Background: an optimization exercise with open tools, aiming at small area. Do not read the settings as production practice. Function was checked by simulation only, so behaviour that the tests miss may differ from the original. Power figures rest on the tool's default switching activity, not on a simulated workload.

--- flow/run.sh ---
#!/bin/bash
# synth_recipe.tcl (not shown) runs the flow's synth.tcl, then flattens the netlist and writes it again
# the make line also repeats each setting of config.mk as NAME=value (left out here)
make -C /OpenROAD-flow-scripts/flow DESIGN_CONFIG=/design/flow/config.mk WORK_HOME=/design/flow/orfs CLKGATE_MAP_FILE= SYNTH_SCRIPT=/design/flow/synth_recipe.tcl finish
--- flow/constraint.sdc ---
create_clock -name core_clock -period 10.0 [get_ports {clk}]
set_input_delay 2.0000 -clock core_clock [delete_from_list [all_inputs] [get_ports {clk}]]
set_output_delay 2.0000 -clock core_clock [all_outputs]
set_load 0.01 [all_outputs]
--- flow/config.mk ---
export PLATFORM = sky130hd
export DESIGN_NAME = dp_engine
export DESIGN_NICKNAME = dp_engine
export VERILOG_FILES = /design/flow/design.v
export SDC_FILE = /design/flow/constraint.sdc
export NUM_CORES = 4
export LEC_CHECK = 0
export CAP_MARGIN = 20
export CORE_MARGIN = 2
export CORE_UTILIZATION = 40
export SLEW_MARGIN = 20
--- flow/design.v ---
module dp_engine (
    input  wire        clk,
    input  wire        rst,         
    input  wire        wr_en,
    input  wire [7:0]  wr_addr,
    input  wire [31:0] wr_data,
    input  wire [7:0]  rd_addr,
    output reg  [31:0] rd_data,
    output wire        busy,
    input  wire [7:0]  line_in,
    output reg  [7:0]  line_oe,
    output reg  [7:0]  line_out,
    output reg  [7:0]  line_pu,
    output reg  [7:0]  line_pd
);
    localparam [3:0] E_NONE    = 4'd0;
    localparam [3:0] E_ILLEGAL = 4'd1;
    localparam [3:0] E_UNBOUND = 4'd2;
    localparam [3:0] E_RANGE   = 4'd3;
    localparam [3:0] E_BIND    = 4'd4;
    localparam [3:0] E_SWD_ACK = 4'd5;
    localparam [7:0] OP_NOP     = 8'h00;
    localparam [7:0] OP_LREL    = 8'h01;
    localparam [7:0] OP_JBIND   = 8'h02;
    localparam [7:0] OP_SBIND   = 8'h03;
    localparam [7:0] OP_JCLK    = 8'h10;
    localparam [7:0] OP_JTDI    = 8'h11;
    localparam [7:0] OP_JTMS    = 8'h12;
    localparam [7:0] OP_JRDB    = 8'h13;
    localparam [7:0] OP_JIDLE   = 8'h14;
    localparam [7:0] OP_JSDR    = 8'h15;
    localparam [7:0] OP_JSIR    = 8'h16;
    localparam [7:0] OP_JSHIFT  = 8'h17;
    localparam [7:0] OP_JSEND   = 8'h18;
    localparam [7:0] OP_JTRST   = 8'h19;
    localparam [7:0] OP_JDETECT = 8'h20;
    localparam [7:0] OP_JIDS    = 8'h21;
    localparam [7:0] OP_JBYPASS = 8'h22;
    localparam [7:0] OP_JIDCHK  = 8'h23;
    localparam [7:0] OP_SLRST   = 8'h30;
    localparam [7:0] OP_SWAKE   = 8'h31;
    localparam [7:0] OP_SJ2S    = 8'h32;
    localparam [7:0] OP_SS2J    = 8'h33;
    localparam [7:0] OP_SIDCODE = 8'h34;
    localparam [7:0] OP_SPROBE  = 8'h35;
    localparam [127:0] C_ALERT = 128'h19BC0EA2_E3DDAFE9_86852D95_6209F392;
    localparam [7:0]   C_ACT   = 8'h1A;
    localparam [15:0]  C_J2S   = 16'hE79E;
    localparam [15:0]  C_S2J   = 16'hE73C;
    localparam [7:0]   C_HDR   = 8'hA5;
    localparam [2:0] CAP_NONE = 3'd0;
    localparam [2:0] CAP_ACC  = 3'd1;    
    localparam [2:0] CAP_RAW  = 3'd2;    
    localparam [2:0] CAP_IDS  = 3'd3;    
    localparam [2:0] CAP_DET  = 3'd4;    
    localparam [2:0] K_NEXT = 3'd0;      
    localparam [2:0] K_SEG  = 3'd1;      
    localparam [2:0] K_LOOP = 3'd2;      
    localparam [2:0] K_DONE = 3'd3;      
    localparam [2:0] R_TCK   = 3'd0;
    localparam [2:0] R_TMS   = 3'd1;
    localparam [2:0] R_TDI   = 3'd2;
    localparam [2:0] R_TRST  = 3'd3;
    localparam [2:0] R_SWCLK = 3'd4;
    localparam [2:0] R_SWDIO = 3'd5;
    localparam [2:0] R_LOOP  = 3'd6;
    localparam [3:0] S_IDLE = 4'd0;
    localparam [3:0] S_DEC  = 4'd1;
    localparam [3:0] S_SEQ  = 4'd2;
    localparam [3:0] S_LOOP = 4'd3;
    localparam [3:0] P_TMS  = 4'd4;
    localparam [3:0] P_DRV  = 4'd5;
    localparam [3:0] P_RISE = 4'd6;
    localparam [3:0] P_HW   = 4'd7;
    localparam [3:0] P_FALL = 4'd8;
    localparam [3:0] P_LW   = 4'd9;
    localparam [3:0] P_GAP  = 4'd10;
    reg [31:0] cmd_r;
    reg [3:0]  err;
    reg        valid, echo, swd_ok, swd_par, sbit, jbound, sbound;
    reg [2:0]  swd_ack;
    reg [15:0] shadow;
    reg [31:0] pat, acc, swd_idcode;
    reg [5:0]  cnt;
    reg [7:0]  cand;
    reg [1:0]  pull;
    reg [4:0]  pm_tck, pm_tms, pm_tdi, pm_tdo;
    reg [4:0]  pm_trst, pm_swclk, pm_swdio;
    reg        trst_en;
    reg [1023:0] ring;           
    reg [4:0]    rot;
    reg [5:0]    ids_n;
    reg [3:0]  state;
    reg [4:0]  ph;           
    reg [15:0] bidx;         
    assign busy = (state != S_IDLE);
    wire [7:0]  opc  = cmd_r[7:0];
    wire        bop  = cmd_r[8];
    wire [15:0] nop_ = cmd_r[31:16];
    wire        swd  = opc[5] & opc[4];
    wire [2:0] r_tdo   = pm_tdo[2:0];
    wire [2:0] r_swdio = pm_swdio[2:0];
    reg        opc_known, uses_b, uses_n, need_j, need_s;
    always @(*) begin
        opc_known = 1'b0; uses_b = 1'b0; uses_n = 1'b0; need_j = 1'b0; need_s = 1'b0;
        case (opc)
            OP_NOP, OP_LREL, OP_JBIND, OP_SBIND, OP_JIDCHK: opc_known = 1'b1;
            OP_JCLK, OP_JRDB, OP_JIDLE, OP_JSDR, OP_JSIR, OP_JDETECT: begin
                opc_known = 1'b1; need_j = 1'b1;
            end
            OP_JTDI, OP_JTMS, OP_JTRST: begin
                opc_known = 1'b1; need_j = 1'b1; uses_b = 1'b1;
            end
            OP_JSHIFT, OP_JSEND, OP_JIDS, OP_JBYPASS: begin
                opc_known = 1'b1; need_j = 1'b1; uses_n = 1'b1;
            end
            OP_SLRST, OP_SWAKE, OP_SJ2S, OP_SS2J, OP_SIDCODE, OP_SPROBE: begin
                opc_known = 1'b1; need_s = 1'b1;
            end
            default: ;
        endcase
    end
    wire illegal = !opc_known || (cmd_r[15:9] != 7'd0) ||
                   (!uses_b && cmd_r[8]) || (!uses_n && cmd_r[31:16] != 16'd0);
    wire unbound = (need_j && !jbound) || (need_s && !sbound) ||
                   (opc == OP_JTRST && !trst_en);
    wire range_bad = (opc == OP_JSEND && nop_ == 16'd0) ||
                     ((opc == OP_JIDS || opc == OP_JBYPASS) && nop_ > 16'd32);
    wire jroles_distinct = (pm_tck != pm_tms) && (pm_tck != pm_tdi) && (pm_tck != pm_tdo) &&
                           (pm_tms != pm_tdi) && (pm_tms != pm_tdo) && (pm_tdi != pm_tdo) &&
                           (!trst_en || ((pm_trst != pm_tck) && (pm_trst != pm_tms) &&
                                         (pm_trst != pm_tdi) && (pm_trst != pm_tdo)));
    wire jroles_cand = !pm_tck[4] && !pm_tck[3] && cand[pm_tck[2:0]] &&
                       !pm_tms[4] && !pm_tms[3] && cand[pm_tms[2:0]] &&
                       !pm_tdi[4] && !pm_tdi[3] && cand[pm_tdi[2:0]] &&
                       !pm_tdo[4] && !pm_tdo[3] && cand[pm_tdo[2:0]] &&
                       (!trst_en || (!pm_trst[4] && !pm_trst[3] && cand[pm_trst[2:0]]));
    wire sroles_ok = (pm_swclk != pm_swdio) &&
                     !pm_swclk[4] && !pm_swclk[3] && cand[pm_swclk[2:0]] &&
                     !pm_swdio[4] && !pm_swdio[3] && cand[pm_swdio[2:0]];
    wire bind_bad = (opc == OP_JBIND && !(jroles_distinct && jroles_cand)) ||
                    (opc == OP_SBIND && !sroles_ok);
    reg  [2:0]  kind;
    reg         l_en;        
    reg  [2:0]  l_role;
    reg         l_cfg, l_oe, l_drv, l_val;
    reg  [15:0] seg_l;       
    reg  [2:0]  walk;        
    reg         walk_en, tms_last, tdi_pat;
    reg  [2:0]  cap;
    reg         sw_wr, sw_rd;
    reg         sw_bit;
    wire [6:0] b7 = bidx[6:0];
    always @(*) begin
        kind = K_NEXT;
        l_en = 1'b0; l_role = R_TDI; l_cfg = 1'b0; l_oe = 1'b1; l_drv = 1'b0; l_val = 1'b0;
        seg_l = 16'd1; walk = 3'd0; walk_en = 1'b0; tms_last = 1'b0; tdi_pat = 1'b0;
        cap = CAP_NONE; sw_wr = 1'b0; sw_rd = 1'b0; sw_bit = 1'b0;
        case (opc)
        OP_NOP: kind = K_DONE;
        OP_LREL: kind = (ph == 5'd0) ? K_LOOP : K_DONE;
        OP_JBIND: case (ph)
            5'd0: kind = K_LOOP;
            5'd1: begin l_en = 1'b1; l_role = R_TCK; l_cfg = 1'b1; l_drv = 1'b1; l_val = 1'b0; end
            5'd2: begin l_en = 1'b1; l_role = R_TMS; l_cfg = 1'b1; l_drv = 1'b1; l_val = 1'b1; end
            5'd3: begin l_en = 1'b1; l_role = R_TDI; l_cfg = 1'b1; l_drv = 1'b1; l_val = 1'b0; end
            5'd4: begin l_en = trst_en; l_role = R_TRST; l_cfg = 1'b1; l_drv = 1'b1; l_val = 1'b1; end
            default: kind = K_DONE;
        endcase
        OP_SBIND: case (ph)
            5'd0: kind = K_LOOP;
            5'd1: begin l_en = 1'b1; l_role = R_SWCLK; l_cfg = 1'b1; l_drv = 1'b1; l_val = 1'b0; end
            5'd2: begin l_en = 1'b1; l_role = R_SWDIO; l_cfg = 1'b1; l_drv = 1'b1; l_val = 1'b1; end
            default: kind = K_DONE;
        endcase
        OP_JCLK: kind = (ph == 5'd0) ? K_SEG : K_DONE;
        OP_JTDI: begin kind = K_DONE; l_en = 1'b1; l_role = R_TDI;  l_drv = 1'b1; l_val = bop; end
        OP_JTMS: begin kind = K_DONE; l_en = 1'b1; l_role = R_TMS;  l_drv = 1'b1; l_val = bop; end
        OP_JTRST: begin kind = K_DONE; l_en = 1'b1; l_role = R_TRST; l_drv = 1'b1; l_val = bop; end
        OP_JRDB: kind = K_DONE;
        OP_JIDLE: begin
            kind = (ph == 5'd0) ? K_SEG : K_DONE; seg_l = 16'd7; walk_en = 1'b1; walk = 3'd5;
        end
        OP_JSDR: begin
            kind = (ph == 5'd0) ? K_SEG : K_DONE; seg_l = 16'd3; walk_en = 1'b1; walk = 3'd1;
        end
        OP_JSIR: begin
            kind = (ph == 5'd0) ? K_SEG : K_DONE; seg_l = 16'd4; walk_en = 1'b1; walk = 3'd2;
        end
        OP_JSHIFT: begin
            kind = (ph == 5'd0 && nop_ != 16'd0) ? K_SEG : K_DONE;
            seg_l = nop_; tms_last = 1'b1; tdi_pat = 1'b1; cap = CAP_ACC;
        end
        OP_JSEND: case (ph)
            5'd0: begin kind = K_SEG; seg_l = 16'd3; walk_en = 1'b1; walk = 3'd1; end
            5'd1: begin kind = K_SEG; seg_l = nop_; tms_last = 1'b1; tdi_pat = 1'b1; cap = CAP_ACC; end
            5'd2: begin kind = K_SEG; seg_l = 16'd2; walk_en = 1'b1; walk = 3'd1; end
            default: kind = K_DONE;
        endcase
        OP_JDETECT: case (ph)
            5'd0, 5'd8: begin kind = K_SEG; seg_l = 16'd7; walk_en = 1'b1; walk = 3'd5; end
            5'd1: begin kind = K_SEG; seg_l = 16'd4; walk_en = 1'b1; walk = 3'd2; end
            5'd2, 5'd6: begin l_en = 1'b1; l_role = R_TDI; l_drv = 1'b1; l_val = 1'b1; end
            5'd3, 5'd5: begin kind = K_SEG; seg_l = 16'd128; end
            5'd4: begin l_en = 1'b1; l_role = R_TDI; l_drv = 1'b1; l_val = 1'b0; end
            5'd7: begin kind = K_SEG; seg_l = 16'd33; cap = CAP_DET; end
            default: kind = K_DONE;
        endcase
        OP_JIDS: case (ph)
            5'd0, 5'd4: begin kind = K_SEG; seg_l = 16'd7; walk_en = 1'b1; walk = 3'd5; end
            5'd1: begin kind = K_SEG; seg_l = 16'd3; walk_en = 1'b1; walk = 3'd1; end
            5'd2: begin l_en = 1'b1; l_role = R_TDI; l_drv = 1'b1; l_val = 1'b1; end
            5'd3: begin
                kind = (nop_ != 16'd0) ? K_SEG : K_NEXT;
                seg_l = {nop_[10:0], 5'd0}; cap = CAP_IDS;
            end
            default: kind = K_DONE;
        endcase
        OP_JBYPASS: case (ph)
            5'd0, 5'd7: begin kind = K_SEG; seg_l = 16'd7; walk_en = 1'b1; walk = 3'd5; end
            5'd1: begin kind = K_SEG; seg_l = 16'd4; walk_en = 1'b1; walk = 3'd2; end
            5'd2: begin l_en = 1'b1; l_role = R_TDI; l_drv = 1'b1; l_val = 1'b1; end
            5'd3: begin kind = K_SEG; seg_l = 16'd128; tms_last = 1'b1; end
            5'd4: begin kind = K_SEG; seg_l = 16'd2; walk_en = 1'b1; walk = 3'd1; end
            5'd5: begin kind = K_SEG; seg_l = 16'd3; walk_en = 1'b1; walk = 3'd1; end
            5'd6: begin
                kind = K_SEG; seg_l = {9'd0, nop_[5], ~nop_[5], nop_[4:0]};
                tms_last = 1'b1; tdi_pat = 1'b1; cap = CAP_RAW;
            end
            default: kind = K_DONE;
        endcase
        OP_JIDCHK: kind = K_DONE;
        OP_SLRST: begin
            kind = (ph == 5'd0) ? K_SEG : K_DONE; seg_l = 16'd52; sw_wr = 1'b1; sw_bit = 1'b1;
        end
        OP_SWAKE: case (ph)
            5'd0: begin kind = K_SEG; seg_l = 16'd128; sw_wr = 1'b1; sw_bit = C_ALERT[b7]; end
            5'd1: begin kind = K_SEG; seg_l = 16'd4;   sw_wr = 1'b1; sw_bit = 1'b0; end
            5'd2: begin kind = K_SEG; seg_l = 16'd8;   sw_wr = 1'b1; sw_bit = C_ACT[b7[2:0]]; end
            default: kind = K_DONE;
        endcase
        OP_SJ2S, OP_SS2J: case (ph)
            5'd0: begin kind = K_SEG; seg_l = 16'd52; sw_wr = 1'b1; sw_bit = 1'b1; end
            5'd1: begin
                kind = K_SEG; seg_l = 16'd16; sw_wr = 1'b1;
                sw_bit = opc[0] ? C_S2J[b7[3:0]] : C_J2S[b7[3:0]];
            end
            default: kind = K_DONE;
        endcase
        OP_SIDCODE, OP_SPROBE: case (ph)
            5'd0, 5'd4, 5'd6: begin kind = K_SEG; seg_l = 16'd52; sw_wr = 1'b1; sw_bit = 1'b1; end
            5'd1: begin kind = K_SEG; seg_l = 16'd128; sw_wr = 1'b1; sw_bit = C_ALERT[b7]; end
            5'd2: begin kind = K_SEG; seg_l = 16'd4;   sw_wr = 1'b1; sw_bit = 1'b0; end
            5'd3: begin kind = K_SEG; seg_l = 16'd8;   sw_wr = 1'b1; sw_bit = C_ACT[b7[2:0]]; end
            5'd5: begin kind = K_SEG; seg_l = 16'd16;  sw_wr = 1'b1; sw_bit = C_J2S[b7[3:0]]; end
            5'd7: begin kind = K_SEG; seg_l = 16'd2;   sw_wr = 1'b1; sw_bit = 1'b0; end
            5'd8: begin kind = K_SEG; seg_l = 16'd8;   sw_wr = 1'b1; sw_bit = C_HDR[b7[2:0]]; end
            5'd9: begin l_en = 1'b1; l_role = R_SWDIO; l_cfg = 1'b1; l_oe = 1'b0; end
            5'd10: begin kind = K_SEG; seg_l = 16'd1; end
            5'd11: begin kind = K_SEG; seg_l = 16'd3; sw_rd = 1'b1; end
            5'd12: begin kind = (swd_ack == 3'b001) ? K_NEXT : K_SEG; seg_l = 16'd1; end
            5'd14: begin kind = K_SEG; seg_l = 16'd33; sw_rd = 1'b1; end
            5'd15: begin kind = K_SEG; seg_l = 16'd1; end
            default: begin
                kind = K_DONE;
                l_en = 1'b1; l_role = R_SWDIO; l_cfg = 1'b1; l_drv = 1'b1; l_val = 1'b0;
            end
        endcase
        default: kind = K_DONE;
        endcase
    end
    wire       last_now = (bidx + 16'd1 == seg_l);
    wire       pat_bit  = (bidx[15:5] == 11'd0) ? pat[bidx[4:0]] : 1'b0;
    reg        lw_en, lw_cfg, lw_oe, lw_drv, lw_val;
    reg  [2:0] lw_role;
    always @(*) begin
        lw_en = 1'b0; lw_role = l_role; lw_cfg = 1'b0; lw_oe = l_oe; lw_drv = 1'b1; lw_val = 1'b1;
        case (state)
            S_SEQ: begin
                lw_en = l_en && (kind == K_NEXT || kind == K_DONE);
                lw_cfg = l_cfg; lw_drv = l_drv; lw_val = l_val;
            end
            S_LOOP: begin
                lw_en = cand[bidx[2:0]]; lw_role = R_LOOP; lw_cfg = 1'b1; lw_oe = 1'b0; lw_drv = 1'b0;
            end
            P_TMS: begin
                lw_en = !swd && (walk_en || (tms_last && last_now)); lw_role = R_TMS;
                lw_val = !walk_en || (bidx[2:0] < walk);
            end
            P_DRV: begin
                lw_en = swd ? sw_wr : tdi_pat; lw_role = swd ? R_SWDIO : R_TDI;
                lw_val = swd ? sw_bit : pat_bit;
            end
            P_RISE: begin lw_en = 1'b1; lw_role = swd ? R_SWCLK : R_TCK; lw_val = 1'b1; end
            P_FALL: begin lw_en = 1'b1; lw_role = swd ? R_SWCLK : R_TCK; lw_val = 1'b0; end
            default: ;
        endcase
    end
    reg [2:0] lw_line;
    always @(*) begin
        case (lw_role)
            R_TCK:   lw_line = pm_tck[2:0];
            R_TMS:   lw_line = pm_tms[2:0];
            R_TDI:   lw_line = pm_tdi[2:0];
            R_TRST:  lw_line = pm_trst[2:0];
            R_SWCLK: lw_line = pm_swclk[2:0];
            R_SWDIO: lw_line = pm_swdio[2:0];
            default: lw_line = bidx[2:0];
        endcase
    end
    wire [15:0] s = shadow;
    wire [15:0] nxt0 = { 1'b0, 1'b0, (s[12] | s[13]), 1'b0, (s[10] | s[11] | s[14]), s[9],
                         1'b0, 1'b0, 1'b0, (s[5] | s[6]), 1'b0, (s[3] | s[4] | s[7]),
                         s[2], 1'b0, (s[0] | s[1] | s[8] | s[15]), 1'b0 };
    wire [15:0] nxt1 = { (s[12] | s[14]), s[13], 1'b0, (s[10] | s[11]), 1'b0, 1'b0,
                         s[2], (s[5] | s[7]), s[6], 1'b0, (s[3] | s[4]), 1'b0,
                         1'b0, (s[1] | s[8] | s[15]), 1'b0, (s[0] | s[9]) };
    wire        tms_now   = line_out[pm_tms[2:0]];
    wire        trst_low  = trst_en && !line_out[pm_trst[2:0]];
    wire [15:0] shadow_nx = trst_low ? 16'h0001 : (tms_now ? nxt1 : nxt0);
    wire tdo_in   = line_in[r_tdo];
    wire swdio_in = line_in[r_swdio];
    wire ids_fall = (state == P_FALL) && (cap == CAP_IDS);
    genvar gi, gj;
    generate
        for (gj = 0; gj < 32; gj = gj + 1) begin : g_ring
            for (gi = 0; gi < 32; gi = gi + 1) begin : g_slot
                if (gi == ((6 * gj) % 32)) begin : g_ins
                    always @(posedge clk)
                        ring[32*gi + gj] <= (ids_fall && bidx[4:0] == gj) ? tdo_in
                                                                           : ring[32*((gi+31)%32) + gj];
                end else begin : g_mov
                    always @(posedge clk)
                        ring[32*gi + gj] <= ring[32*((gi+31)%32) + gj];
                end
            end
        end
    endgenerate
    always @(posedge clk) begin
        if (rst) rot <= 5'd0;
        else     rot <= rot + 5'd1;
    end
    wire [4:0]  rd_slot = rot - rd_addr[4:0];
    reg  [31:0] ring_rd;
    integer ri;
    always @(*) begin
        ring_rd = 32'd0;
        for (ri = 0; ri < 32; ri = ri + 1)
            ring_rd = ring_rd | (ring[32*ri +: 32] & {32{rd_slot == ri}});
    end
    wire ids_ok = ({1'b0, rd_addr[4:0]} < ids_n);
    wire [31:0] status_w = { shadow, 2'b00, sbound, jbound, sbit, swd_ack,
                             swd_par, swd_ok, echo, valid, err };
    always @(*) begin
        rd_data = 32'd0;
        if (rd_addr[7]) begin
            if (rd_addr[6:5] == 2'b00 && ids_ok) rd_data = ring_rd;
        end else begin
            case (rd_addr)
                8'h00: rd_data = cmd_r;
                8'h01: rd_data = status_w;
                8'h02: rd_data = pat;
                8'h03: rd_data = acc;
                8'h04: rd_data = {26'd0, cnt};
                8'h05: rd_data = {24'd0, cand};
                8'h06: rd_data = {30'd0, pull};
                8'h07: rd_data = {3'd0, pm_tdo, 3'd0, pm_tdi, 3'd0, pm_tms, 3'd0, pm_tck};
                8'h08: rd_data = {11'd0, pm_swdio, 3'd0, pm_swclk, trst_en, 2'd0, pm_trst};
                8'h09: rd_data = swd_idcode;
                default: rd_data = 32'd0;
            endcase
        end
    end
    integer li;
    always @(posedge clk) begin
        if (rst) begin
            line_oe <= 8'd0; line_out <= 8'd0; line_pu <= 8'd0; line_pd <= 8'd0;
        end else if (lw_en) begin
            for (li = 0; li < 8; li = li + 1) begin
                if (lw_line == li) begin
                    if (lw_cfg) begin
                        line_oe[li] <= lw_oe;
                        line_pu[li] <= (pull == 2'd1);
                        line_pd[li] <= (pull == 2'd2);
                    end
                    if (lw_drv) line_out[li] <= lw_val;
                end
            end
        end
    end
    always @(posedge clk) begin
        if (rst) begin
            state <= S_IDLE;
            ph <= 5'd0; bidx <= 16'd0;
            cmd_r <= 32'd0; err <= E_NONE;
            valid <= 1'b0; echo <= 1'b0; swd_ok <= 1'b0; swd_par <= 1'b0;
            swd_ack <= 3'd0; sbit <= 1'b0; jbound <= 1'b0; sbound <= 1'b0;
            shadow <= 16'hFFFF;
            pat <= 32'd0; acc <= 32'd0; cnt <= 6'd0; swd_idcode <= 32'd0;
            cand <= 8'd0; pull <= 2'd0;
            pm_tck <= 5'd0; pm_tms <= 5'd0; pm_tdi <= 5'd0; pm_tdo <= 5'd0;
            pm_trst <= 5'd0; trst_en <= 1'b0; pm_swclk <= 5'd0; pm_swdio <= 5'd0;
            ids_n <= 6'd0;
        end else begin
            case (state)
            S_IDLE: begin
                if (wr_en) begin
                    case (wr_addr)
                        8'h00: begin cmd_r <= wr_data; state <= S_DEC; end
                        8'h02: pat <= wr_data;
                        8'h05: begin cand <= wr_data[7:0]; jbound <= 1'b0; sbound <= 1'b0; end
                        8'h06: pull <= (wr_data[1:0] == 2'd3) ? 2'd0 : wr_data[1:0];
                        8'h07: begin
                            pm_tck <= wr_data[4:0];   pm_tms <= wr_data[12:8];
                            pm_tdi <= wr_data[20:16]; pm_tdo <= wr_data[28:24];
                            jbound <= 1'b0;
                        end
                        8'h08: begin
                            pm_trst <= wr_data[4:0];   trst_en <= wr_data[7];
                            pm_swclk <= wr_data[12:8]; pm_swdio <= wr_data[20:16];
                            jbound <= 1'b0; sbound <= 1'b0;
                        end
                        default: ;
                    endcase
                end
            end
            S_DEC: begin
                ph <= (opc == OP_SIDCODE) ? 5'd8 : 5'd0;
                if (illegal) begin
                    err <= E_ILLEGAL; state <= S_IDLE;
                end else if (unbound) begin
                    err <= E_UNBOUND; state <= S_IDLE;
                end else if (range_bad) begin
                    err <= E_RANGE; state <= S_IDLE;
                end else if (bind_bad) begin
                    err <= E_BIND; state <= S_IDLE;
                end else begin
                    state <= S_SEQ;
                end
            end
            S_LOOP: begin
                bidx <= bidx + 16'd1;
                if (bidx[2:0] == 3'd7) begin
                    ph <= ph + 5'd1; bidx <= 16'd0; state <= S_SEQ;
                end
            end
            P_TMS: state <= P_DRV;
            P_DRV: state <= P_RISE;
            P_RISE: begin
                if (swd && sw_rd) begin
                    sbit <= swdio_in;
                    if (ph[0])           swd_ack <= {swdio_in, swd_ack[2:1]};
                    else if (!bidx[5])   swd_idcode <= {swdio_in, swd_idcode[31:1]};
                    else                 swd_par <= swdio_in;
                end
                state <= P_HW;
            end
            P_HW: state <= P_FALL;
            P_FALL: begin
                if (!swd) begin
                    sbit <= tdo_in;
                    shadow <= shadow_nx;
                    case (cap)
                        CAP_ACC: acc <= {acc[30:0], tdo_in};
                        CAP_RAW: acc <= {tdo_in, acc[31:1]};
                        default: ;
                    endcase
                end
                state <= P_LW;
            end
            P_LW: begin
                if (last_now || (cap == CAP_DET && sbit)) begin
                    ph <= ph + 5'd1; state <= S_SEQ;
                end else begin
                    bidx <= bidx + 16'd1;
                    state <= (cap == CAP_IDS && bidx[4:0] == 5'd31) ? P_GAP : P_TMS;
                end
            end
            P_GAP: state <= P_TMS;
            S_SEQ: begin
                bidx <= 16'd0;
                case (kind)
                    K_SEG: begin
                        if (cap != CAP_IDS || rot == 5'd26) state <= P_TMS;
                    end
                    K_LOOP: state <= S_LOOP;
                    K_DONE: begin err <= E_NONE; state <= S_IDLE; end
                    default: ph <= ph + 5'd1;
                endcase
                case (opc)
                OP_LREL: if (ph != 5'd0) begin jbound <= 1'b0; sbound <= 1'b0; end
                OP_JBIND: if (ph == 5'd5) begin
                    jbound <= 1'b1; sbound <= 1'b0; shadow <= 16'hFFFF;
                end
                OP_SBIND: if (ph == 5'd3) begin
                    sbound <= 1'b1; jbound <= 1'b0; shadow <= 16'hFFFF;
                end
                OP_JRDB: sbit <= tdo_in;
                OP_JTRST: if (!bop) shadow <= 16'h0001;
                OP_JSHIFT: if (ph == 5'd0) acc <= 32'd0;
                OP_JSEND: if (ph == 5'd1) acc <= 32'd0;
                OP_JDETECT: if (ph == 5'd8) cnt <= sbit ? bidx[5:0] : 6'd0;
                OP_JIDS: if (ph == 5'd0) ids_n <= nop_[5:0];
                OP_JBYPASS: if (ph == 5'd8) echo <= (acc == pat);
                OP_JIDCHK: valid <= (pat[7:1] != 7'd0) && (pat[7:1] != 7'd1) && (pat[11:8] <= 4'd8);
                OP_SIDCODE, OP_SPROBE: begin
                    if (ph == 5'd8) swd_ok <= 1'b0;
                    if (ph == 5'd12 && swd_ack == 3'b001) ph <= 5'd14;
                    if (ph == 5'd13) begin
                        swd_idcode <= 32'd0; swd_par <= 1'b0; err <= E_SWD_ACK;
                    end
                    if (ph == 5'd16) swd_ok <= 1'b1;
                end
                default: ;
                endcase
            end
            default: state <= S_IDLE;
            endcase
        end
    end
endmodule
==> results.sh, run 1 <==
export IMPL_status="timing/DRC/antenna clean"
export IMPL_cts_setup_buffers=0
export IMPL_grt_max_degree=102
export IMPL_num_antenna_cells=0
export IMPL_cts_resized=0
export IMPL_slew_violations=0
export IMPL_internal_power_mw=8.035
export IMPL_finalWirelength_mm=173.8
export IMPL_leakagePower_nw=19.37
export IMPL_met1_usage_pct=40.60
export IMPL_placed_cells_incl_taps=5845
export IMPL_slew_limit_headroom_pct=15.44
export IMPL_rsz0062_at_grt="false"
export IMPL_clkPwrFrac_pct=45.8
export IMPL_syn_area_um2=46130
export IMPL_dr_total_vias=37870
export IMPL_grt_antenna_before_repair=3
export IMPL_synth_seq_area_share_pct=57.15
export IMPL_arrival_ns=7.75
export IMPL_io_buffer_count=123
export IMPL_period_share_pct=97.46
export IMPL_grt_usage_pct=28.60
export IMPL_vdd_ir_drop_max_v=0.0001735
export IMPL_clockRootBuffer="clkbuf_16"
export IMPL_dr_first_iter_drc_count=5347
export IMPL_cts_tree="yes"
export IMPL_synth_cell_type_count=98
export IMPL_htree_levels=3
export IMPL_ctsHoldBuffers=0
export IMPL_synth_top_area_share_pct=57.15
export IMPL_crit_chain="clkdlybuf4s50_1, clkinv_1, fa_1, a21o_1, a21oi_1, xor2_1, nand4_1, nor2_4, buf_4, a22oi_1, nand4_1, nor3_1, buf_4, o2111ai_1, clkdlybuf4s50_1"
export IMPL_swShare_pct=22.81
export IMPL_crit_type="primary input to primary output"
export IMPL_cts_buffers=121
export IMPL_place_gp_congestion=1.002
export IMPL_ant_nets=0
export IMPL_area_delta_synth_final_pct=16.13
export IMPL_combinationalPowerShare_pct=3.7
export IMPL_yosysWarningCount=1
export IMPL_skew_ns=0.08678
export IMPL_drv_cap=0
export IMPL_nets=4555
export IMPL_layout_common_cells="1317 x dfxtp_1, 357 x nand2_1, 286 x a22oi_1"
export IMPL_fp_dieW_um=343.6
export IMPL_die_h_um=343.6
export IMPL_setup_viol=0
export IMPL_clkSlewWorstSetupHoldPaths_ns=0.06
export IMPL_sequentialPowerShare_pct=50.5
export IMPL_num_rows=124
export IMPL_coreArea_um2=114300
export IMPL_drc=0
export IMPL_dieArea_um2=118100
export IMPL_cts_sinks=1317
export IMPL_grt_pass1_wl_mm=250.5
export IMPL_wl_per_cell_um=28.65
export IMPL_worst_setup_path_start_kind="primary input"
export IMPL_worstPathRequired_ns=8.00
export IMPL_finalHoldViolCount=0
export IMPL_ys_ff_latch=1317
export IMPL_instances_no_fill=6066
export IMPL_tightest_slew_ns=1.257
export IMPL_synth_nets=4489
export IMPL_ctsLongestPathBuffers=3
export IMPL_ios=124
export IMPL_dr_pass1_iters=8
export IMPL_syn_inst=4390
export IMPL_p_per_area_nw_per_um2=194.3
export IMPL_use_met3_pct=6.040
export IMPL_yosys_top_cells_area="dfxtp_1 57%, a22oi_1 4.7%, a221oi_1 3.1%, a22o_1 3.1%, nand2_1 2.9%"
export IMPL_synth_edf_count=0
export IMPL_layout_commonest_cell="dfxtp_1"
export IMPL_synth_largest_area_cell="dfxtp_1"
export IMPL_cp_max_fo=16
export IMPL_grt_use_met2_pct=41.72
export IMPL_cp_end_kind="primary output"
export IMPL_tns_ns=0
export IMPL_drive_above_1_share_pct=10.83
export IMPL_clk_insertion_delay_late_ns=0.75
export IMPL_postSynthAreaPerCell_um2=10.51
export IMPL_fmax_mhz=102.6
export IMPL_synth_flop_cell="dfxtp_1"
export IMPL_grt_pass1_vias=36170
export IMPL_busiest_layer="met2"
export IMPL_fin_crit_ns=9.746
export IMPL_hold_class="flip-flop to flip-flop"
export IMPL_initial_core_util_pct=40.35
export IMPL_crit_path_max_incr_delay_ns=0.83
export IMPL_switching_power_mw=2.374
export IMPL_hpwl_mm=113.5
export IMPL_vias_per_cell=6.243
export IMPL_cpMaxStageDelayCell="nor2_4"
export IMPL_async_reset_ff_share_pct=0
export IMPL_overflow=0
-- area by class of cell --
| class | instances | area, µm² |
|---|---|---|
| multi-input cells | 2717 | 18700 |
| fillers | 10510 | 60770 |
| clock inverters | 45 | 599.3 |
| clock buffers | 176 | 3545 |
| flip-flops and latches | 1317 | 26370 |
| inverters | 46 | 172.7 |
| well taps | 1512 | 1892 |
| repair buffers | 253 | 2307 |
-- path summary, 6_finish.rpt --
check,cells past startpoint,end,slack [ns],startpoint
worst max-delay path,15,rd_data[28],0.25,rd_addr[1]
worst min-delay path,0,ring[803]$_DFF_P_,0.30,ring[771]$_DFF_P_
worst min register to register,0,ring[803]$_DFF_P_,0.30,ring[771]$_DFF_P_
worst max register to register,11,line_out[7]$_SDFFE_PP0P_,3.72,ph[0]$_SDFFE_PP0P_
-- through the flow --
stage,area [µm²],hold slack [ns],power (mW),setup WS (ns),utilization [%]
floorplan,46130,0.3308,5.509,2.274,-
global placement,49410,0.3331,5.739,0.4469,43.21
detailed placement,49430,0.3358,5.742,0.3675,43.23
CTS,53570,0.2873,10.43,0.3464,46.85
global route,53580,0.2979,10.65,0.1229,46.86
finish,53580,0.2993,10.41,0.2543,46.86
-- synth_stat cells (14+ instances only) --
library cell and n:
mux2i_1 111, nor4_1 53, a22o_1 161, nor2_1 264
nand2_1 357, mux2_2 51, a222oi_1 19, nand3_1 105
o21ai_0 78, nand4_1 95, or3_1 17, dfxtp_1 1317
xnor2_1 56, and2_1 18, inv_1 43, o31ai_1 20
buf_1 30, mux4_2 31, o22ai_1 20, buf_2 16
a21oi_1 236, o211ai_1 35, a31oi_1 18, o21bai_1 14
ha_1 39, nand2b_1 52, clkbuf_1 263, xor2_1 57
nor2b_1 28, a211oi_1 16, a221oi_1 164, a22oi_1 286
nor3_1 108
-- critical path, delay by kind of cell --
| kind | cells | cell delay (ns) |
|---|---|---|
| buffers and inverters | 5 | 1.98 |
| adders and majority gates | 1 | 0.56 |
| and+or+nand+nor | 4 | 1.63 |
| xor gates and xnor gates | 1 | 0.44 |
| AOI/OAI and AO/OA | 4 | 1.11 |
-- power groups by stage --
stage | clock [mW] | combinational (mW) | sequential, mW
4_1_cts | 4.80 | 0.370 | 5.26
6_report | 4.77 | 0.385 | 5.26
2_1_floorplan | 0 | 0.138 | 5.37
5_1_grt | 5.01 | 0.385 | 5.25
3_5_place_dp | 0 | 0.369 | 5.37
3_3_place_gp | 0 | 0.366 | 5.37
-- state kept, by name, summed over array words and instances, names as in the netlist, 5 cells and up, named ones only --
register	cells
acc	32
bidx	16
cand	8
cmd_r	32
cnt	6
ids_n	6
line_oe	8
line_out	8
line_pd	8
line_pu	8
pat	32
ph	5
pm_swclk	5
pm_swdio	5
pm_tck	5
pm_tdi	5
pm_tdo	5
pm_tms	5
pm_trst	5
ring	1024
rot	5
shadow	16
swd_idcode	32
-- cell families (layout without fill, tap and decap cells) --
logic type               count (synthesis)  count (layout)  share of synthesized area [%]
flip-flops                            1317            1317                          57.15
AND/OR/NAND/NOR                       1202            1202                          12.93
AO/OA/AOI/OAI                         1167            1167                          18.47
buffers and inverters                  356             520                          2.956
multiplexers                           194             194                          5.191
XOR/XNOR                               114             114                          2.194
adder cells (fa/ha/maj)                 40              40                          1.101
-- metal layers --
layer,wire length (µm),vias to the layer above
met5,57,-
met4,8096,4
met3,18920,446
met2,72820,2454
met1,73880,18570
li1,-,16400
==> run 2: changes to the inputs <==
--- a/flow/design.v
+++ b/flow/design.v
@@ -126,16 +126,17 @@
                    (opc == OP_JTRST && !trst_en);
     wire range_bad = (opc == OP_JSEND && nop_ == 16'd0) ||
                      ((opc == OP_JIDS || opc == OP_JBYPASS) && nop_ > 16'd32);
-    wire jroles_distinct = (pm_tck != pm_tms) && (pm_tck != pm_tdi) && (pm_tck != pm_tdo) &&
-                           (pm_tms != pm_tdi) && (pm_tms != pm_tdo) && (pm_tdi != pm_tdo) &&
-                           (!trst_en || ((pm_trst != pm_tck) && (pm_trst != pm_tms) &&
-                                         (pm_trst != pm_tdi) && (pm_trst != pm_tdo)));
+    wire [2:0] r_tck = pm_tck[2:0], r_tms = pm_tms[2:0], r_tdi = pm_tdi[2:0], r_trst = pm_trst[2:0];
+    wire jroles_distinct = (r_tck != r_tms) && (r_tck != r_tdi) && (r_tck != r_tdo) &&
+                           (r_tms != r_tdi) && (r_tms != r_tdo) && (r_tdi != r_tdo) &&
+                           (!trst_en || ((r_trst != r_tck) && (r_trst != r_tms) &&
+                                         (r_trst != r_tdi) && (r_trst != r_tdo)));
     wire jroles_cand = !pm_tck[4] && !pm_tck[3] && cand[pm_tck[2:0]] &&
                        !pm_tms[4] && !pm_tms[3] && cand[pm_tms[2:0]] &&
                        !pm_tdi[4] && !pm_tdi[3] && cand[pm_tdi[2:0]] &&
                        !pm_tdo[4] && !pm_tdo[3] && cand[pm_tdo[2:0]] &&
                        (!trst_en || (!pm_trst[4] && !pm_trst[3] && cand[pm_trst[2:0]]));
-    wire sroles_ok = (pm_swclk != pm_swdio) &&
+    wire sroles_ok = (pm_swclk[2:0] != pm_swdio[2:0]) &&
                      !pm_swclk[4] && !pm_swclk[3] && cand[pm_swclk[2:0]] &&
                      !pm_swdio[4] && !pm_swdio[3] && cand[pm_swdio[2:0]];
     wire bind_bad = (opc == OP_JBIND && !(jroles_distinct && jroles_cand)) ||
@@ -156,7 +157,7 @@
         l_en = 1'b0; l_role = R_TDI; l_cfg = 1'b0; l_oe = 1'b1; l_drv = 1'b0; l_val = 1'b0;
         seg_l = 16'd1; walk = 3'd0; walk_en = 1'b0; tms_last = 1'b0; tdi_pat = 1'b0;
         cap = CAP_NONE; sw_wr = 1'b0; sw_rd = 1'b0; sw_bit = 1'b0;
-        case (opc)
+        case ({2'b00, opc[5:0]})
         OP_NOP: kind = K_DONE;
         OP_LREL: kind = (ph == 5'd0) ? K_LOOP : K_DONE;
         OP_JBIND: case (ph)
@@ -221,6 +222,7 @@
             5'd1: begin kind = K_SEG; seg_l = 16'd4; walk_en = 1'b1; walk = 3'd2; end
             5'd2: begin l_en = 1'b1; l_role = R_TDI; l_drv = 1'b1; l_val = 1'b1; end
             5'd3: begin kind = K_SEG; seg_l = 16'd128; tms_last = 1'b1; end
+            5'd8: kind = K_LOOP;
             5'd4: begin kind = K_SEG; seg_l = 16'd2; walk_en = 1'b1; walk = 3'd1; end
             5'd5: begin kind = K_SEG; seg_l = 16'd3; walk_en = 1'b1; walk = 3'd1; end
             5'd6: begin
@@ -271,6 +273,7 @@
     end
     wire       last_now = (bidx + 16'd1 == seg_l);
     wire       pat_bit  = (bidx[15:5] == 11'd0) ? pat[bidx[4:0]] : 1'b0;
+    wire       loop_echo = opc[5];
     reg        lw_en, lw_cfg, lw_oe, lw_drv, lw_val;
     reg  [2:0] lw_role;
     always @(*) begin
@@ -281,7 +284,7 @@
                 lw_cfg = l_cfg; lw_drv = l_drv; lw_val = l_val;
             end
             S_LOOP: begin
-                lw_en = cand[bidx[2:0]]; lw_role = R_LOOP; lw_cfg = 1'b1; lw_oe = 1'b0; lw_drv = 1'b0;
+                lw_en = !loop_echo && cand[bidx[2:0]]; lw_role = R_LOOP; lw_cfg = 1'b1; lw_oe = 1'b0; lw_drv = 1'b0;
             end
             P_TMS: begin
                 lw_en = !swd && (walk_en || (tms_last && last_now)); lw_role = R_TMS;
@@ -391,7 +394,6 @@
     always @(posedge clk) begin
         if (rst) begin
             state <= S_IDLE;
-            ph <= 5'd0; bidx <= 16'd0;
             cmd_r <= 32'd0; err <= E_NONE;
             valid <= 1'b0; echo <= 1'b0; swd_ok <= 1'b0; swd_par <= 1'b0;
             swd_ack <= 3'd0; sbit <= 1'b0; jbound <= 1'b0; sbound <= 1'b0;
@@ -440,7 +442,11 @@
             end
             S_LOOP: begin
                 bidx <= bidx + 16'd1;
-                if (bidx[2:0] == 3'd7) begin
+                if (loop_echo) begin
+                    acc <= {acc[0], acc[31:1]};
+                    if (acc[0] != pat_bit) echo <= 1'b0;
+                end
+                if (bidx[2:0] == 3'd7 && (!loop_echo || bidx[4:3] == 2'd3)) begin
                     ph <= ph + 5'd1; bidx <= 16'd0; state <= S_SEQ;
                 end
             end
@@ -501,7 +507,7 @@
                 OP_JSEND: if (ph == 5'd1) acc <= 32'd0;
                 OP_JDETECT: if (ph == 5'd8) cnt <= sbit ? bidx[5:0] : 6'd0;
                 OP_JIDS: if (ph == 5'd0) ids_n <= nop_[5:0];
-                OP_JBYPASS: if (ph == 5'd8) echo <= (acc == pat);
+                OP_JBYPASS: if (ph == 5'd8) echo <= 1'b1;
                 OP_JIDCHK: valid <= (pat[7:1] != 7'd0) && (pat[7:1] != 7'd1) && (pat[11:8] <= 4'd8);
                 OP_SIDCODE, OP_SPROBE: begin
                     if (ph == 5'd8) swd_ok <= 1'b0;
--- a/flow/config.mk
+++ b/flow/config.mk
@@ -8,4 +8,6 @@
 export CAP_MARGIN = 20
 export CORE_MARGIN = 2
 export CORE_UTILIZATION = 40
+export CTS_CLUSTER_DIAMETER = 80
+export CTS_CLUSTER_SIZE = 25
 export SLEW_MARGIN = 20
==> results.sh, run 2 <==
export IMPL_syn_inst=4310
export IMPL_regMostFlops="ring"
export IMPL_vias_per_cell=6.181
export IMPL_crit_type="primary input to primary output"
export IMPL_initial_core_util_pct=40.37
export IMPL_clkSlewWorstSetupHoldPaths_ns=0.10
export IMPL_setup_viol=0
export IMPL_r2r_start="ph[0]$_DFFE_PP_"
export IMPL_place_gp_congestion=0.9631
export IMPL_cts_buffers=68
export IMPL_synthTopCellsByCount="1296 x dfxtp_1, 504 x nand2_1, 247 x clkbuf_1"
export IMPL_async_reset_ff_share_pct=0
export IMPL_dr_total_vias=36180
export IMPL_cpLargestDelayFamily="buffers and inverters"
export IMPL_vdd_ir_drop_max_v=0.0001395
export IMPL_die_h_um=341.2
export IMPL_grt_max_degree=123
export IMPL_coreArea_um2=112700
export IMPL_hpwl_mm=109.6
export IMPL_tightest_slew_ns=1.281
export IMPL_cpMaxStageDelayCell="clkdlybuf4s50_1"
export IMPL_synth_nets=4409
export IMPL_fp_dieW_um=341.2
export IMPL_finalPower_mw=8.775
export IMPL_overflow=0
export IMPL_yosysWarningCount=1
export IMPL_synth_largest_area_cell="dfxtp_1"
export IMPL_tns_ns=0
export IMPL_postSynthAreaPerCell_um2=10.55
export IMPL_wl_per_cell_um=28.19
export IMPL_drv_cap=0
export IMPL_leakagePower_nw=17.93
export IMPL_grt_pass1_vias=33870
export IMPL_slew_limit_headroom_pct=14.61
export IMPL_status="timing/DRC/antenna clean"
export IMPL_drive_above_1_share_pct=8.707
export IMPL_ys_ff_latch=1317
export IMPL_slew_violations=0
export IMPL_layout_common_cells="1296 x dfxtp_1, 503 x nand2_1, 227 x a21oi_1"
export IMPL_synth_most_common_cell="dfxtp_1"
export IMPL_synth_edf_count=21
export IMPL_worst_setup_path_start_kind="primary input"
export IMPL_switching_power_mw=2.098
export IMPL_p_per_area_nw_per_um2=172.6
export IMPL_clk_insertion_delay_late_ns=0.69
export IMPL_arrival_ns=7.53
export IMPL_io_buffer_count=123
export IMPL_crit_chain="clkdlybuf4s50_1, clkinv_1, fa_1, a21o_1, a21oi_1, xor2_2, o21ai_0, buf_4, nor2_4, buf_4, buf_4, a22oi_1, nand4_1, nor3_1, a31oi_1, nand3b_1, clkdlybuf4s50_1"
export IMPL_fmax_mhz=104.9
export IMPL_cp_startpoint="rd_addr[1]"
export IMPL_synth_top_area_share_pct=57.05
export IMPL_worstPathRequired_ns=8.00
export IMPL_crit_path_max_incr_delay_ns=0.66
export IMPL_grt_pass1_wl_mm=238.4
export IMPL_dieArea_um2=116400
export IMPL_ctsLongestPathBuffers=3
export IMPL_cp_max_fo=16
export IMPL_cts_sinks=1317
export IMPL_synth_seq_area_share_pct=58.44
export IMPL_fin_crit_ns=9.532
export IMPL_finalHoldViolCount=0
export IMPL_cts_resized=0
export IMPL_synth_cell_type_count=98
export IMPL_cp_common_cell="buf_4"
export IMPL_clkPwrFrac_pct=35.8
export IMPL_cts_setup_buffers=0
export IMPL_combinationalPowerShare_pct=4.2
export IMPL_ctsHoldBuffers=0
export IMPL_yosys_top_cells_area="dfxtp_1 57%, nand2_1 4.2%, a22oi_1 3.6%, a221oi_1 3.5%, a22o_1 3.3%"
export IMPL_htree_levels=3
export IMPL_synth_flop_cell="dfxtp_1"
export IMPL_grt_usage_pct=27.33
export IMPL_grt_antenna_before_repair=6
export IMPL_internal_power_mw=6.677
export IMPL_period_share_pct=95.32
export IMPL_ios=124
export IMPL_path_buf_inv=6
export IMPL_area_delta_synth_final_pct=11.80
export IMPL_layout_commonest_cell="dfxtp_1"
export IMPL_ant_nets=0
export IMPL_cts_tree="yes"
export IMPL_postLayoutCoreUtil_pct=45.13
export IMPL_drc=0
export IMPL_dr_first_iter_drc_count=4950
export IMPL_dr_pass1_iters=8
export IMPL_num_rows=123
export IMPL_cp_end_kind="primary output"
export IMPL_sequentialPowerShare_pct=60.0
export IMPL_hold_class="flip-flop to flip-flop"
export IMPL_rsz0062_at_grt="false"
export IMPL_hold_start="ring[70]$_DFF_P_"
export IMPL_skew_ns=0.05467
export IMPL_swShare_pct=23.91
export IMPL_finalWirelength_mm=165.1
export IMPL_clockRootBuffer="clkbuf_16"
export IMPL_largest_reg_flops=1024
export IMPL_syn_area_um2=45480
export IMPL_nets=4430
[run 2: cell count changes in the layout (fill, tap and decap cells not counted), moves of 23 or more]
| cell | before | now |
|---|---|---|
| nand2_1 | 357 | 503 |
| a22oi_1 | 286 | 217 |
| nor2_1 | 246 | 191 |
| clkbuf_16 | 121 | 69 |
| nand3_1 | 105 | 145 |
| nor3_1 | 104 | 68 |
| mux2i_1 | 111 | 79 |
| a311oi_1 | 3 | 32 |
| clkbuf_8 | 31 | 2 |
| xnor2_1 | 55 | 27 |
| nand2b_1 | 52 | 27 |
| xor2_1 | 57 | 34 |
[run 2: path summary, 6_finish.rpt]
kind                                    to  slack, ns  cells past startpoint
setup reg to reg  line_out[7]$_SDFFE_PP0P_       4.48                     15
hold / removal           ring[102]$_DFF_P_       0.34                      0
hold reg to reg          ring[102]$_DFF_P_       0.34                      0
setup / recovery               rd_data[14]       0.47                     17
[run 2: metrics by stage]
step	setup WS [ns]	area (µm²)	hold WS, ns	cells
after detailed placement	0.6100	48740	0.3355	5760
after global routing	0.2532	50840	0.3442	5854
final	0.4684	50840	0.3369	5854
after floorplan	2.247	45480	0.3308	4310
after CTS	0.5658	50830	0.3292	5852
after global placement	0.6628	48720	0.3322	5759
[run 2: area by class of cell]
| class | count | area [µm²] |
|---|---|---|
| repair buffers | 252 | 2268 |
| inverters | 44 | 165.2 |
| clock buffers | 74 | 1765 |
| diodes | 1 | 2.502 |
| fillers | 10650 | 61810 |
| clock inverters | 18 | 332.8 |
| flip-flops and latches | 1317 | 26580 |
| well taps | 1500 | 1877 |
| multi-input cells | 2648 | 17860 |
[run 2: power by group through the flow]
| stage | logic (mW) | registers (mW) | clock network (mW) |
|---|---|---|---|
| floorplan | 0.139 | 5.38 | 0 |
| global placement | 0.357 | 5.39 | 0 |
| detailed placement | 0.357 | 5.39 | 0 |
| CTS | 0.358 | 5.26 | 3.17 |
| global route | 0.371 | 5.27 | 3.35 |
| finish | 0.369 | 5.26 | 3.14 |
[run 2: cells by family after synthesis]
group / share of synthesized area (%)
compound gates: 18.48
buf+inv: 3.048
flops: 58.44
fa+ha+maj: 1.117
mux: 4.562
simple gates: 13.16
xor+xnor: 1.194
[run 2: metal layers]
metal	global-route usage, %	up-vias	wire length (µm)
li1	-	15970	-
met1	37.87	17810	69290
met2	42.01	2052	72810
met3	5.050	346	15590
met4	11.06	6	7322
met5	0	-	35
==> run 3: changes to the inputs <==
==> flow/flow/run.sh (new file) <==
#!/bin/bash
# The standard layout, with the port buffers made of the smallest buffer cell.
set -euo pipefail
export BUFFER_PORTS_ARGS="-buffer_cell sky130_fd_sc_hd__buf_1"
bash standard.sh > standard.log 2>&1
==> flow/standard.sh (new file) <==
#!/bin/bash
# synth_recipe.tcl (not shown) runs the flow's synth.tcl, then flattens the netlist and writes it again
# the make line also repeats each setting of config.mk as NAME=value (left out here)
make -C /OpenROAD-flow-scripts/flow DESIGN_CONFIG=/design/flow/config.mk WORK_HOME=/design/flow/orfs CLKGATE_MAP_FILE= SYNTH_SCRIPT=/design/flow/synth_recipe.tcl "${@:-finish}"
removed: flow/run.sh
==> results.sh, run 3 <==
export IMPL_grt_pass1_wl_mm=237.7
export IMPL_ios=124
export IMPL_finalWirelength_mm=164.6
export IMPL_vdd_ir_drop_max_v=0.0001407
export IMPL_hpwl_mm=109.8
export IMPL_path_buf_inv=5
export IMPL_yosysWarningCount=1
export IMPL_area_delta_synth_final_pct=9.239
export IMPL_drv_cap=0
export IMPL_ys_ff_latch=1317
export IMPL_dr_pass1_iters=8
export IMPL_layout_commonest_cell="dfxtp_1"
export IMPL_rsz0062_at_grt="false"
export IMPL_fp_dieW_um=341.2
export IMPL_nets=4416
export IMPL_slew_violations=0
export IMPL_overflow=0
export IMPL_syn_area_um2=45480
export IMPL_grt_pass1_vias=34160
export IMPL_placed_area_um2=47940
export IMPL_synth_cell_type_count=98
export IMPL_fin_crit_ns=8.993
export IMPL_cts_resized=0
export IMPL_ctsLongestPathBuffers=3
export IMPL_place_gp_congestion=1.000
export IMPL_hold_class="flip-flop to flip-flop"
export IMPL_grt_usage_pct=27.27
export IMPL_ant_nets=0
export IMPL_cts_setup_buffers=0
export IMPL_slew_limit_headroom_pct=11.58
export IMPL_synth_edf_count=21
export IMPL_fmax_mhz=111.2
export IMPL_clk_insertion_delay_late_ns=0.72
export IMPL_p_per_area_nw_per_um2=170.0
export IMPL_drc=0
export IMPL_clockRootBuffer="clkbuf_16"
export IMPL_drive_above_1_share_pct=8.202
export IMPL_cp_end_kind="primary output"
export IMPL_regMostFlops="ring"
export IMPL_ctsHoldBuffers=0
export IMPL_synth_top_area_share_pct=57.05
export IMPL_coreArea_um2=112700
export IMPL_leakagePower_nw=17.43
export IMPL_synth_largest_area_cell="dfxtp_1"
export IMPL_grt_antenna_before_repair=5
export IMPL_clkSlewWorstSetupHoldPaths_ns=0.10
export IMPL_htree_levels=2
export IMPL_initial_core_util_pct=40.37
export IMPL_syn_inst=4310
export IMPL_period_share_pct=89.93
export IMPL_tns_ns=0
export IMPL_worstPathRequired_ns=8.00
export IMPL_crit_type="primary input to primary output"
export IMPL_wl_per_cell_um=28.24
export IMPL_cp_max_fo=14
export IMPL_layout_common_cells="1296 x dfxtp_1, 503 x nand2_1, 227 x a21oi_1"
export IMPL_cts_buffers=61
export IMPL_crit_chain="buf_1, clkinv_1, buf_4, ha_1, nor2b_1, o21a_1, or3_1, a211oi_4, buf_4, a22o_1, a221oi_1, nand4_1, nor3_1, a31oi_1, nand4b_1, buf_1"
export IMPL_skew_ns=0.05938
export IMPL_async_reset_ff_share_pct=0
export IMPL_largest_reg_flops=1024
export IMPL_crit_path_max_incr_delay_ns=1.13
export IMPL_arrival_ns=6.99
export IMPL_fin_area_um2=49680
export IMPL_finalHoldViolCount=0
export IMPL_num_rows=123
export IMPL_synth_nets=4409
export IMPL_tightest_slew_ns=1.326
export IMPL_dieArea_um2=116400
export IMPL_status="timing/DRC/antenna clean"
export IMPL_synth_most_common_cell="dfxtp_1"
export IMPL_dr_total_vias=36430
export IMPL_cpLargestDelayFamily="compound AO/OA/AOI/OAI gates"
export IMPL_worst_setup_path_start_kind="primary input"
export IMPL_synth_flop_cell="dfxtp_1"
export IMPL_cts_tree="yes"
export IMPL_postSynthAreaPerCell_um2=10.55
export IMPL_cts_sinks=1317
export IMPL_synthTopCellsByCount="1296 x dfxtp_1, 504 x nand2_1, 247 x clkbuf_1"
export IMPL_synth_seq_area_share_pct=58.44
export IMPL_dr_first_iter_drc_count=4803
export IMPL_io_buffer_count=123
export IMPL_die_h_um=341.2
export IMPL_setup_viol=0
export IMPL_cpMaxStageDelayCell="a211oi_4"
export IMPL_fillers=10750
export IMPL_yosys_top_cells_area="dfxtp_1 57%, nand2_1 4.2%, a22oi_1 3.6%, a221oi_1 3.5%, a22o_1 3.3%"
export IMPL_grt_max_degree=87
export IMPL_vias_per_cell=6.249
==> run 3: changes by cell type in the layout (fill, tap and decap cells not counted), sizes merged <==
| cell | delta |
|---|---|
| buf | +113 |
| inv | -4 |
| clkinvlp | -1 |
| clkdlybuf4s50 | -121 |
| clkbuf | -8 |
| diode | +1 |
| clkinv | -4 |
==> run 3: metrics by stage <==
stage	setup WS, ns	util [%]	cells	hold slack (ns)	power [mW]
4_1_cts	0.9658	44.07	5828	0.3084	8.457
3_5_place_dp	0.9765	42.56	5754	0.3356	5.726
3_3_place_gp	1.141	42.54	5754	0.3319	5.724
5_1_grt	0.9813	44.10	5829	0.3183	8.664
6_report	1.007	44.10	5830	0.3249	8.447
2_1_floorplan	2.247	-	4310	0.3308	5.523
==> run 3: layout make-up <==
cell class              count  area [µm²]  area share, %
well taps                1500        1877          3.778
repair buffers            245        1458          2.934
diodes                      2       5.005        0.01007
clock inverters             9       143.9         0.2896
inverters                  44       165.2         0.3325
clock buffers              65        1563          3.146
flip-flops and latches   1317       26580          53.49
multi-input cells        2648       17890          36.02
==> run 3: kinds of logic after synthesis <==
logic type | after synthesis | synth area share, %
xor gates and xnor gates | 62 | 1.194
buffers and inverters | 345 | 3.048
muxes | 155 | 4.562
AOI/OAI and AO/OA | 1146 | 18.48
and+or+nand+nor | 1245 | 13.16
DFF | 1317 | 58.44
adders and majority gates | 40 | 1.117
==> run 3: worst paths after layout <==
path,from,to,slack (ns),cells after the start
worst max-delay path,rd_addr[1],rd_data[28],1.01,16
worst min-delay path,ring[995]$_DFF_P_,ring[3]$_DFF_P_,0.32,0
worst max register to register,ph[0]$_DFFE_PP_,line_out[5]$_SDFFE_PP0P_,4.44,15
worst min register to register,ring[995]$_DFF_P_,ring[3]$_DFF_P_,0.32,0
==> run 3: metal layers <==
metal | GRT usage (%) | wire [µm] | vias to the layer above
met2 | 41.05 | 70570 | 2213
met1 | 37.99 | 69160 | 17840
met4 | 12.67 | 8542 | 2
met3 | 4.883 | 16320 | 432
li1 | - | - | 15950
met5 | 0 | 14 | -
==> run 3: power breakdown <==
part	internal [mW]	switching, mW	total [mW]
Combinational	0.0681	0.288	0.356
Sequential	5.26	0.00625	5.26
Clock	1.14	1.69	2.83
Total	6.47	1.98	8.45
==> run 4: changes to the inputs <==
--- a/flow/design.v
+++ b/flow/design.v
@@ -75,6 +75,7 @@
     localparam [3:0] P_FALL = 4'd8;
     localparam [3:0] P_LW   = 4'd9;
     localparam [3:0] P_GAP  = 4'd10;
+    localparam [3:0] S_CHK  = 4'd11;
     reg [31:0] cmd_r;
     reg [3:0]  err;
     reg        valid, echo, swd_ok, swd_par, sbit, jbound, sbound;
@@ -126,21 +127,20 @@
                    (opc == OP_JTRST && !trst_en);
     wire range_bad = (opc == OP_JSEND && nop_ == 16'd0) ||
                      ((opc == OP_JIDS || opc == OP_JBYPASS) && nop_ > 16'd32);
-    wire [2:0] r_tck = pm_tck[2:0], r_tms = pm_tms[2:0], r_tdi = pm_tdi[2:0], r_trst = pm_trst[2:0];
-    wire jroles_distinct = (r_tck != r_tms) && (r_tck != r_tdi) && (r_tck != r_tdo) &&
-                           (r_tms != r_tdi) && (r_tms != r_tdo) && (r_tdi != r_tdo) &&
-                           (!trst_en || ((r_trst != r_tck) && (r_trst != r_tms) &&
-                                         (r_trst != r_tdi) && (r_trst != r_tdo)));
-    wire jroles_cand = !pm_tck[4] && !pm_tck[3] && cand[pm_tck[2:0]] &&
-                       !pm_tms[4] && !pm_tms[3] && cand[pm_tms[2:0]] &&
-                       !pm_tdi[4] && !pm_tdi[3] && cand[pm_tdi[2:0]] &&
-                       !pm_tdo[4] && !pm_tdo[3] && cand[pm_tdo[2:0]] &&
-                       (!trst_en || (!pm_trst[4] && !pm_trst[3] && cand[pm_trst[2:0]]));
-    wire sroles_ok = (pm_swclk[2:0] != pm_swdio[2:0]) &&
-                     !pm_swclk[4] && !pm_swclk[3] && cand[pm_swclk[2:0]] &&
-                     !pm_swdio[4] && !pm_swdio[3] && cand[pm_swdio[2:0]];
-    wire bind_bad = (opc == OP_JBIND && !(jroles_distinct && jroles_cand)) ||
-                    (opc == OP_SBIND && !sroles_ok);
+    wire jbind = !opc[0];        
+    wire roles_hi = jbind ? ((pm_tck[4:3] != 2'd0) || (pm_tms[4:3] != 2'd0) ||
+                             (pm_tdi[4:3] != 2'd0) || (pm_tdo[4:3] != 2'd0) ||
+                             (trst_en && pm_trst[4:3] != 2'd0))
+                          : ((pm_swclk[4:3] != 2'd0) || (pm_swdio[4:3] != 2'd0));
+    wire [2:0] chk_l = bidx[2:0];
+    wire h_a = (jbind ? pm_tck[2:0] : pm_swclk[2:0]) == chk_l;
+    wire h_b = (jbind ? pm_tms[2:0] : pm_swdio[2:0]) == chk_l;
+    wire h_c = jbind && (pm_tdi[2:0] == chk_l);
+    wire h_d = jbind && (pm_tdo[2:0] == chk_l);
+    wire h_e = jbind && trst_en && (pm_trst[2:0] == chk_l);
+    wire chk_bad = (h_a && (h_b || h_c || h_d || h_e)) || (h_b && (h_c || h_d || h_e)) ||
+                   (h_c && (h_d || h_e)) || (h_d && h_e) ||
+                   ((h_a || h_b || h_c || h_d || h_e) && !cand[chk_l]);
     reg  [2:0]  kind;
     reg         l_en;        
     reg  [2:0]  l_role;
@@ -434,12 +434,22 @@
                     err <= E_UNBOUND; state <= S_IDLE;
                 end else if (range_bad) begin
                     err <= E_RANGE; state <= S_IDLE;
-                end else if (bind_bad) begin
-                    err <= E_BIND; state <= S_IDLE;
+                end else if (opc == OP_JBIND || opc == OP_SBIND) begin
+                    bidx <= 16'd0;
+                    if (roles_hi) begin err <= E_BIND; state <= S_IDLE; end
+                    else          state <= S_CHK;
                 end else begin
                     state <= S_SEQ;
                 end
             end
+            S_CHK: begin
+                bidx <= bidx + 16'd1;
+                if (chk_bad) begin
+                    err <= E_BIND; state <= S_IDLE;
+                end else if (chk_l == 3'd7) begin
+                    state <= S_SEQ;
+                end
+            end
             S_LOOP: begin
                 bidx <= bidx + 16'd1;
                 if (loop_echo) begin
==> results.sh, run 4 <==
export IMPL_drive_above_1_share_pct=8.859
export IMPL_cts_resized=0
export IMPL_slew_limit_headroom_pct=12.57
export IMPL_synth_nets=4306
export IMPL_tightest_slew_ns=1.301
export IMPL_combinationalPowerShare_pct=10.4
export IMPL_htree_levels=3
export IMPL_wl_per_cell_um=28.90
export IMPL_internal_power_mw=6.982
export IMPL_postLayoutCoreUtil_pct=44.20
export IMPL_status="timing/DRC/antenna clean"
export IMPL_drv_cap=0
export IMPL_dr_pass1_iters=6
export IMPL_vdd_ir_drop_max_v=0.0001226
export IMPL_cts_tree="yes"
export IMPL_overflow=0
export IMPL_dr_first_iter_drc_count=4454
export IMPL_worstHoldEndpoint="ring[542]$_DFF_P_"
export IMPL_ant_nets=0
export IMPL_cp_max_fo=24
export IMPL_r2r_start="ph[0]$_DFFE_PP_"
export IMPL_synth_largest_area_cell="dfxtp_1"
export IMPL_fp_dieW_um=339.4
export IMPL_postSynthAreaPerCell_um2=10.70
export IMPL_grt_antenna_before_repair=4
export IMPL_synthTopCellsByCount="1296 x dfxtp_1, 367 x nand2_1, 252 x clkbuf_1"
export IMPL_nets=4346
export IMPL_hold_class="flip-flop to flip-flop"
export IMPL_arrival_ns=6.75
export IMPL_area_delta_synth_final_pct=10.05
export IMPL_regMostFlops="ring"
export IMPL_async_reset_ff_share_pct=0
export IMPL_placed_cells_incl_taps=5678
export IMPL_dieArea_um2=115200
export IMPL_dr_total_vias=36020
export IMPL_yosysWarningCount=1
export IMPL_num_rows=123
export IMPL_crit_type="primary input to primary output"
export IMPL_fillers=10680
export IMPL_largest_reg_flops=1024
export IMPL_reg2regPathDepth=12
export IMPL_ctsLongestPathBuffers=3
export IMPL_syn_inst=4207
export IMPL_grt_max_degree=111
export IMPL_syn_area_um2=45000
export IMPL_synth_cell_type_count=96
export IMPL_rsz0062_at_grt="false"
export IMPL_synth_top_area_share_pct=57.66
export IMPL_clkSlewWorstSetupHoldPaths_ns=0.11
export IMPL_worst_setup_path_start_kind="primary input"
export IMPL_setup_viol=0
export IMPL_holdPathStages=0
export IMPL_initial_core_util_pct=40.16
export IMPL_drc=0
export IMPL_die_h_um=339.4
export IMPL_synth_flop_cell="dfxtp_1"
export IMPL_p_per_area_nw_per_um2=193.7
export IMPL_switching_power_mw=2.612
export IMPL_sequentialPowerShare_pct=57.4
export IMPL_skew_ns=0.04494
export IMPL_yosys_top_cells_area="dfxtp_1 58%, a22oi_1 4.1%, a221oi_1 3.5%, a22o_1 3.1%, nand2_1 3.1%"
export IMPL_ctsHoldBuffers=0
export IMPL_finalWirelength_mm=166.8
export IMPL_worstPathRequired_ns=8.00
export IMPL_cts_buffers=67
export IMPL_hold_start="ring[510]$_DFF_P_"
export IMPL_layout_common_cells="1296 x dfxtp_1, 366 x nand2_1, 244 x a22oi_1"
export IMPL_tns_ns=0
export IMPL_grt_pass1_vias=34210
export IMPL_fmax_mhz=114.3
export IMPL_instances_no_fill=5770
export IMPL_place_gp_congestion=0.9809
export IMPL_grt_pass1_wl_mm=239.8
export IMPL_vias_per_cell=6.242
export IMPL_synth_edf_count=21
export IMPL_timing_reg2reg_setup_slack_ns=4.39
export IMPL_slew_violations=0
export IMPL_period_share_pct=87.47
export IMPL_ios=124
export IMPL_ys_ff_latch=1317
export IMPL_grt_usage_pct=27.79
export IMPL_io_buffer_count=123
export IMPL_synth_seq_area_share_pct=59.06
export IMPL_clockRootBuffer="clkbuf_16"
export IMPL_r2r_end="line_oe[0]$_SDFFE_PP0P_"
export IMPL_clkPwrFrac_pct=32.3
export IMPL_coreArea_um2=112000
export IMPL_leakagePower_nw=17.71
export IMPL_swShare_pct=27.22
export IMPL_finalHoldViolCount=0
export IMPL_hpwl_mm=112.0
export IMPL_layout_commonest_cell="dfxtp_1"
export IMPL_cts_setup_buffers=0
export IMPL_clk_insertion_delay_late_ns=0.67
export IMPL_fin_crit_ns=8.747
export IMPL_synth_most_common_cell="dfxtp_1"
export IMPL_cts_sinks=1317
export IMPL_cp_end_kind="primary output"
==> run 4: changes by cell type after synthesis, moves of 10 or more <==
cell,before,now
a22o_1,172,159
nor3_1,74,91
nand2_1,504,367
a31oi_1,23,13
o21ai_0,91,79
a22oi_1,217,244
mux4_2,38,22
nand2b_1,27,58
nor2_1,201,229
xor2_1,35,21
or3_1,16,6
and2_1,9,19
mux2i_1,79,97
==> run 4: kinds of logic after synthesis <==
logic type | count (synthesis) | synth area share, %
and+or+nand+nor | 1180 | 13.20
xor gates and xnor gates | 51 | 0.9926
adders and majority gates | 41 | 1.151
buffers and inverters | 325 | 2.769
DFF | 1317 | 59.06
AOI/OAI and AO/OA | 1134 | 18.57
muxes | 159 | 4.260
==> run 4: critical path, stage by stage <==
cell	delay (ns)
buf_1	0.33
inv_1	0.19
ha_1	0.40
o21a_1	0.14
or3_1	0.32
nand2_1	0.69
nor3_2	0.12
buf_4	0.35
a22o_1	0.25
a221oi_1	0.22
nand3_1	0.12
nor3_1	1.05
o2111ai_1	0.33
buf_1	0.21
==> run 4: metal layers <==
metal	global-route usage, %	wire length (µm)	vias up
met2	42.47	72090	2206
met4	14.44	9775	2
li1	-	-	15680
met3	5.612	16490	445
met5	0	13	-
met1	37.19	68390	17690
==> run 4: stage by stage <==
stage	setup slack [ns]	hold WS [ns]	cell area [µm²]	power [mW]
after floorplan	2.824	0.3308	45000	6.151
after global routing	1.200	0.3479	49510	9.871
final	1.253	0.3431	49520	9.594
after global placement	1.558	0.3324	47510	6.576
after detailed placement	1.575	0.3363	47520	6.585
after CTS	1.566	0.3421	49510	9.595
==> run 4: worst max path at each step <==
stage,from,end,slack [ns],cells past startpoint
floorplan,rd_addr[0],rd_data[24],2.82,14
global placement,rd_addr[1],rd_data[10],1.56,15
detailed placement,rd_addr[1],rd_data[10],1.58,15
CTS,rd_addr[1],rd_data[10],1.57,15
global route,rd_addr[2],rd_data[3],1.20,14
finish,rd_addr[2],rd_data[10],1.25,14
==> run 4: power by group through the flow <==
stage,sequential [mW],clock (mW),combinational (mW)
final,5.50,3.10,0.993
after global routing,5.52,3.31,1.05
after CTS,5.50,3.13,0.966
after detailed placement,5.62,0,0.962
after global placement,5.62,0,0.953
after floorplan,5.54,0,0.612
==> run 4: area by class of cell <==
class | instances | area [µm²] | share of cell area (%)
diodes | 3 | 7.507 | 0.01516
clock buffers | 75 | 1759 | 3.552
clock inverters | 14 | 227.7 | 0.4599
inverters | 43 | 161.4 | 0.3259
multi-input cells | 2565 | 17440 | 35.23
flip-flops and latches | 1317 | 26580 | 53.67
well taps | 1500 | 1877 | 3.790
repair buffers | 253 | 1468 | 2.964

[re-timing with driven ports]
In the flow no input, the clock included, has a driving cell. The finished layouts below were timed again as built, in two steps.
Step 1: set_driving_cell puts a clkbuf_16 on clk and a buf_2 on each other input, an assumption about the parent block.
Step 2, shift: input delay + t, output delay - t, t = (earliest + latest rising clock arrival at the registers) / 2. This alone moves slack from input paths to output paths.
Slacks: ideal / step 1 / step 2; pairs: ideal / step 1.
run	shift t [ns]	setup slack, ns
run 1	0.783	0.254 / 0.228 / 0.228
run 2	0.740	0.468 / 0.439 / 0.439
run 3	0.770	1.007 / 0.980 / 0.980
run 4	0.730	1.253 / 1.170 / 1.170
After both steps every run listed still meets setup and hold.
